From an optimization exercise on the open Yosys and OpenROAD flow, aimed at a short achievable clock period and few clock cycles; shortcuts taken in it are not production practice. In this exercise RTL edits were held to simulation tests only and were not proved equivalent to the original. No activity file was given, so power comes from the tool's default toggle rates.

==> flow/design.v, too long to show whole: its modules and the start of the top module <==
// module mcc_core: 358 lines
// module mcc_mul_a: 690 lines
// module mcc_mul_b: 564 lines
module mcc_core (
    input  wire        clk,
    input  wire        rst,           
    output wire [31:0] imem_addr,
    input  wire [31:0] imem_rdata,
    output wire        dmem_valid,
    output wire        dmem_we,
    output wire [31:0] dmem_addr,
    output wire [31:0] dmem_wdata,
    input  wire        dmem_ready,
    input  wire [31:0] dmem_rdata,
    output wire        wb_valid,
    output wire [3:0]  wb_reg,
    output wire [31:0] wb_data,
    output wire        halted
);
  // ...
==> flow/flow/run.sh <==
#!/bin/bash
set -euo pipefail
read -r -a extra < flow/make_args.txt
bash standard.sh "${extra[@]}" finish > standard_flow.log 2>&1
==> flow/flow/make_args.txt <==
SETUP_SLACK_MARGIN=6.5
==> flow/standard.sh <==
#!/bin/bash
# synth_recipe.tcl (not shown) runs the flow's synth.tcl, then flattens the netlist and writes it again
# the make line also repeats each setting of config.mk as NAME=value (left out here)
make -C /OpenROAD-flow-scripts/flow DESIGN_CONFIG=/design/flow/config.mk WORK_HOME=/design/flow/orfs CLKGATE_MAP_FILE= SYNTH_SCRIPT=/design/flow/synth_recipe.tcl "${@:-finish}"
==> flow/config.mk <==
export PLATFORM = sky130hd
export DESIGN_NAME = mcc_core
export DESIGN_NICKNAME = mcc_core
export VERILOG_FILES = /design/flow/design.v
export SDC_FILE = /design/flow/constraint.sdc
export NUM_CORES = 4
export LEC_CHECK = 0
export ABC_CLOCK_PERIOD_IN_PS = 2500
export CAP_MARGIN = 40
export CORE_MARGIN = 2
export CORE_UTILIZATION = 40
export PLACE_DENSITY = 0.6
export SLEW_MARGIN = 40
==> flow/constraint.sdc <==
create_clock -name core_clock -period 10.0 [get_ports {clk}]
set_input_delay 2.0000 -clock core_clock [delete_from_list [all_inputs] [get_ports {clk}]]
set_output_delay 2.0000 -clock core_clock [all_outputs]
set_load 0.01 [all_outputs]
==> notes.md, run 1 <==
The run finished with no timing, DRC or antenna violations. The layout has approximately 460 inverters outside the clock class. The number of distinct library cell variants in the gate-level netlist after synthesis is 88. The share of layout cells above drive strength 1 is a little under a third. The worst slew margin relative to its limit is 20.4%. The number of failing setup endpoints in the final timing report came out at 0.

The sink count of the clock tree is around 1,800. The worst hold slack came out at 0.346 ns. The total global routing overflow is 0. Averaged over all synthesized cells, the footprint is approximately 10 sq um. The post-synth design cell area came out at a little over 100,000 sq um. Setup repair after global routing could not meet its margin everywhere.

The largest registers in the layout are rf x448, m_mulq x224, bht_ctr x128. The multi-input combinational cell count came out at about 6,600. The flip-flop count of the largest register after layout is 448. The register with the most flip-flops is rf. The clock buffer count from CTS came out at 195. The worst hold path cell count is 0. The number of top-level design ports came out at approximately 200. In this run the worst setup path begins at ea_aw$_DFFE_PN_. The routed design has 542,000 um of wire.

The data required time of the critical path came out at 10.60 ns. The fraction of area in multi-input gates came out at a little over two fifths. Global routing used between 50% and 60% of the available met2 tracks. The total of plain and repair buffers excluding clock buffers came out at between 1,500 and 2,000. Summed over the clock group, the power is between 7 and 8 mW. On the critical path, the stage with the largest delay is an instance of sky130_fd_sc_hd__a222oi_1. In this run the worst setup path terminates at m_sum[25]$_DFFE_PN_. The worst slack after detailed placement came out at 4.07 ns.

The worst flop-to-flop path startpoint is ea_aw$_DFFE_PN_. The combinational power share came out at about an eighth.
Testbench counts, summed over its fixed seeds: cycles 51,925.
==> run 2: changes to the inputs <==
--- a/flow/config.mk
+++ b/flow/config.mk
@@ -8,3 +8,3 @@
 export ABC_CLOCK_PERIOD_IN_PS = 2500
-export CAP_MARGIN = 40
+export CAP_MARGIN = 30
 export CORE_MARGIN = 2
@@ -12,2 +12,2 @@
 export PLACE_DENSITY = 0.6
-export SLEW_MARGIN = 40
+export SLEW_MARGIN = 30
==> run 2 against run 1 <==
Compared with the run above: die area is the same; area after synthesis is the same; total power shrank 3.3%; clock skew grew 0.027 ns; critical path type unchanged; critical endpoint is now r_ae[25]$_DFFE_PP_; highest routed layer unchanged.
==> notes.md, run 2 <==
The width of the chip is 508 um (unchanged). The total negative slack for setup checks is 0 ns (unchanged). The number of nets in the synthesized netlist is 10,300 (unchanged).

The kind of critical path was reg -> reg (unchanged). The total global routing overflow is 0 (unchanged). The clock buffer count from CTS came out at 193 (was 195). The share of the synthesized area in the top cell type came out at 41.2% (unchanged). The detailed-routing wirelength on met1 came out at 180,000 um (about the same). The per-cell routed wire length came out at 38.5 um (about the same). The most frequent standard cell in the layout excluding fill and tap cells is sky130_fd_sc_hd__edfxtp_1 (unchanged). The hold-fix buffer count after cts was 0 (unchanged).

Ordered list of cells on the worst path: buf_6 -> buf_16 -> buf_12 -> a222oi_1 -> buf_4 -> nand2_4 -> ha_4 -> a211oi_2 -> nor2_2 -> nor3_2 -> a31oi_4 -> a31o_4 -> a21boi_4 -> o41ai_2 -> buf_4 -> buf_6 -> a21o_1 -> a21oi_2 -> xnor2_2 (was buf_6 -> buf_12 -> a222oi_1 -> nand2_1 -> buf_6 -> ha_4 -> buf_6 -> o21a_1 -> nor3_2 -> a31oi_4 -> a31o_4 -> a21boi_4 -> o41ai_2 -> buf_4 -> buf_4 -> a21o_1 -> a21oi_2 -> xnor2_1). The number of core rows was 184 (unchanged). The net count of the finished layout came to 10,900 (was 11,000). The worst hold slack came out at 0.346 ns (about the same). The total wire length after detailed routing came out at 538,000 um (was 542,000 um). The largest stage delay on the critical path came to 0.72 ns (was 0.88 ns).

The total power of the final layout is 17.9 mW (was 18.5 mW). The synthesized area divided by synthesized cell count was 10.4 sq um (unchanged). The final number of hold-violating endpoints is 0 (unchanged). The detailed route wirelength on metal3 came to 85,300 um (was 86,800 um). The setup skew after layout came to 0.0881 ns (was 0.0616 ns).

The share of synthesized area occupied by flip-flops and latches came out at 48.6% (unchanged). Biggest area contributors in the synthesized netlist: sky130_fd_sc_hd__edfxtp_1 (41%), sky130_fd_sc_hd__dfxtp_1 (7.4%), sky130_fd_sc_hd__a22oi_1 (4.9%), sky130_fd_sc_hd__fa_1 (3.8%), sky130_fd_sc_hd__o22ai_1 (3.7%) (unchanged). The arrival time of data at the critical path endpoint is 5.25 ns (was 5.03 ns).

The routed length on met2 is 220,000 um (was 221,000 um). The number of top-level design ports is 203 (unchanged). The floorplan die height is 508 um (unchanged).

The share of flip-flops with an asynchronous set or reset came out at 0% (unchanged). Status: no timing/DRC/antenna violations (unchanged). The share of layout cells above drive strength 1 is 29.2% (was 30.8%). The post-synth design cell area is 101,000 sq um (unchanged). The number of flops mapped to enable cells by yosys was 1,391 (unchanged).

Regs by FF count: rf x448, m_mulq x224, bht_ctr x128 (unchanged). Unrepaired setup endpoints after global routing: true (unchanged). The post-synthesis instance total is 9,784 (unchanged). The slowest cell on the critical path was sky130_fd_sc_hd__a222oi_1 (unchanged). The global-route usage over all layers was 39.0% (was 39.3%).

The overall die area is 258,000 sq um (unchanged). The flop and latch count out of synthesis came to 1,768 (unchanged). The time the final worst path needs with I/O delays and setup is 4.66 ns (was 4.43 ns). The maximum number of pins on one net before global-route repair is 113 (unchanged). The area of the placeable core is 252,000 sq um (unchanged).

The cell taking the most area after synthesis is sky130_fd_sc_hd__edfxtp_1 (unchanged). The initial core utilization came to 40.3% (unchanged). The classification of the worst-slack hold path is reg -> reg (unchanged). The area growth from synthesis to final layout is 30.8% (was 33.1%). The count of nets left with antenna violations after detail routing is 0 (unchanged).

The cell leakage power came to 48.8 nW (was 49.8 nW). The HPWL after detailed placement came out at 314,000 um (about the same). The number of non-filler instances in the completed layout came out at 14,000 (was 14,100). The highest metal layer used by the detailed router was met5 (unchanged). The clock insertion delay at the later pin of the skew report came out at 0.93 ns (was 0.91 ns). The number of antenna violations at the first check in global routing is 53 (was 65).

The first-pass GRT wire length is 719,000 um (was 723,000 um). The violation count after the first detailed-route iteration came out at 20,800 (was 21,200). The cell chosen for the clock root is sky130_fd_sc_hd__clkbuf_16 (unchanged).

The final-report max-slew violation count is 0 (unchanged). The largest driver fanout on the critical path came out at 5 (was 6). The fraction of the mapped netlist area in adder cells came out at 6.74% (unchanged). The most common cell in the netlist was sky130_fd_sc_hd__edfxtp_1 (unchanged).

The primary flip-flop cell chosen by synthesis mapping is sky130_fd_sc_hd__edfxtp_1 (unchanged). The kind of start point of the critical path is a flip-flop (unchanged). The highest achievable clock rate is 215 MHz (was 226 MHz). The cell count after placement was 12,700 (about the same).

The number of iterations in the first detailed-routing pass came out at 17 (unchanged). The synthesized-area fraction occupied by xor and xnor cells is 2.00% (unchanged). The largest family of logic cells by synthesized area is compound AO/OA/AOI/OAI gates (unchanged). The clock transition at the register clock pins on the worst setup and hold paths after CTS is 0.06 ns (about the same). The mux contribution to synthesized area is 3.94% (unchanged). The number of warning messages in the yosys log is 1 (unchanged).

The sink count of the clock tree is 1,768 (unchanged). The clock tree buffer depth came out at 3 (unchanged). The clock tree from TritonCTS is yes (unchanged).

The maximum level of the CTS H-tree came out at 4 (unchanged). The number of failing setup endpoints in the final timing report came out at 0 (unchanged). The worst slack after detailed placement came out at 3.70 ns (was 4.07 ns). The worst slew margin relative to its limit came out at 26.0% (was 20.4%). The power density of the placed cells came out at 135 nW/um^2 (was 137 nW/um^2).

The slew at the pin closest to its max-slew limit came to 1.11 ns (was 1.19 ns). The average vias per placed instance is 7.25 (was 7.24). The count of buffers inserted at the top-level ports was 202 (unchanged).

The maximum vdd ir drop is 0.199 mV (was 0.201 mV). The weighted congestion at the end of routability-driven global placement came out at 0.987 (unchanged). The simple-gate portion of the synthesized area came out at 9.63% (unchanged). Commonest non-fill, non-tap cells in the layout: sky130_fd_sc_hd__edfxtp_1 (1,391), sky130_fd_sc_hd__nand2_1 (717), sky130_fd_sc_hd__buf_4 (712), sky130_fd_sc_hd__a22oi_1 (627), sky130_fd_sc_hd__o22ai_1 (516) (was sky130_fd_sc_hd__edfxtp_1 (1,391), sky130_fd_sc_hd__buf_4 (768), sky130_fd_sc_hd__nand2_1 (717), sky130_fd_sc_hd__a22oi_1 (631), sky130_fd_sc_hd__o22ai_1 (493)). The capturing element type of the critical path is a flip-flop (unchanged). The number of distinct library cell variants in the gate-level netlist after synthesis came out at 88 (unchanged). Synth top cells by count: sky130_fd_sc_hd__edfxtp_1 (1,391), sky130_fd_sc_hd__clkbuf_1 (836), sky130_fd_sc_hd__nand2_1 (825), sky130_fd_sc_hd__a22oi_1 (660), sky130_fd_sc_hd__o22ai_1 (603) (unchanged).

The remaining design rule violation count is 0 (unchanged). The share of the clock period used by the worst path is 46.6% (was 44.3%). The number of global-route vias before repair was 93,300 (was 93,700).

The max-capacitance violation count is 0 (unchanged). The flip-flop count of the largest register after layout came out at 448 (unchanged). The register with the most flip-flops is rf (unchanged). The smallest setup slack after layout is 5.34 ns (was 5.57 ns). The routed via count came out at 101,000 (was 102,000).

The compound-gate portion of the synthesized area is 23.6% (unchanged). The data required time of the critical path is 10.59 ns (was 10.60 ns).
-- run 2: cell counts after synthesis --
Identical to the previous run, type by type.
-- run 2: logic make-up (layout without fill, tap and decap cells) --
group | Yosys count | in the layout
and+or+nand+nor | 2125 | 2140
xor gates and xnor gates | 232 | 232
muxes | 338 | 338
adders and majority gates | 432 | 432
DFF | 1768 | 1768
buffers and inverters | 1442 | 2235
AOI/OAI and AO/OA | 3447 | 3449
other | 0 | 42
-- run 2: final timing paths --
path	from	end	slack, ns	cells past startpoint
worst max-delay path	ea_aw$_DFFE_PN_	r_ae[25]$_DFFE_PP_	5.34	19
worst min-delay path	e_bidx[0]$_DFFE_PN_	u_bidx[0]$_DFF_P_	0.35	0
worst max register to register	ea_aw$_DFFE_PN_	r_ae[25]$_DFFE_PP_	5.34	19
worst min register to register	e_bidx[0]$_DFFE_PN_	u_bidx[0]$_DFF_P_	0.35	0
-- run 2: report_power, final --
part | total, mW | leakage (nW) | switching [mW] | internal [mW]
logic | 2.28 | 28.2 | 1.40 | 0.871
clock network | 7.36 | 3.09 | 3.30 | 4.07
registers | 8.30 | 17.6 | 0.181 | 8.12
-- run 2: per-stage QoR --
step | area [sq um] | utilization [%]
after floorplan | 102000 | -
after detailed placement | 107000 | 42.6
after CTS | 126000 | 49.8
final | 133000 | 52.7
after global placement | 107000 | 42.6
after global routing | 133000 | 52.7
-- run 2: what timing repair did --
action / 4_1_cts / 5_1_grt
endpoints found under the setup margin: 2444 / 1633
pin swaps: 395 / 345
gates resized for setup: 2126 / 1002
cloned: 65 / 38
setup buffers: 559 / 196
-- run 2: final cells by class --
type | count | area [sq um]
Sequential cell | 1768 | 49400
Clock inverter | 106 | 1130
Inverter | 452 | 1770
Multi-Input combinational cell | 6591 | 55500
Fill cell | 21400 | 119000
Clock buffer | 252 | 5250
Antenna cell | 42 | 105
Timing Repair inverter | 5 | 27.5
Tap cell | 3348 | 4190
Timing Repair Buffer | 1420 | 15400
-- run 2: per-layer routing --
layer	vias up	track usage, %
met1	49000	47.0
li1	39300	-
met5	-	1.07
met3	3052	16.7
met2	9892	55.6
met4	34	27.5
-- run 2: worst max-delay path: cells and delay by family (launching register included) --
kind | cells | cell delay [ns]
xor gates and xnor gates | 1 | 0.11
adders and majority gates | 1 | 0.25
DFF | 1 | 0.47
and+or+nand+nor | 3 | 0.43
AOI/OAI and AO/OA | 8 | 2.05
buffers and inverters | 6 | 1.02

==> separate check: timing with driven ports <==
No port has a modelled driver above. Below, the same layouts with a new extraction and two added sets of constraints. Step 1 assumes that a clkbuf_16 drives the clock port and a buf_2 every other input. Step 2 adds t to the input delays and takes it off the output delays; t is the mean of the earliest and latest rising clock arrival at the registers after step 1. Input paths then give back, and output paths get back, about the clock's delay inside the block. Three values: no drivers, after step 1, after step 2; two values: the first two.
run | t, ns | setup WS [ns] | worst data-port slew with drivers (ns)
run 1 | 0.992 | 5.569 / 5.569 / 5.198 | 0.22
run 2 | 0.981 | 5.343 / 5.343 / 5.268 | 0.22
After both steps setup and hold are still met in every run listed. The setup slack of run 1, which loses most, moves by 0.000 ns with the drivers and by -0.371 ns with both steps.
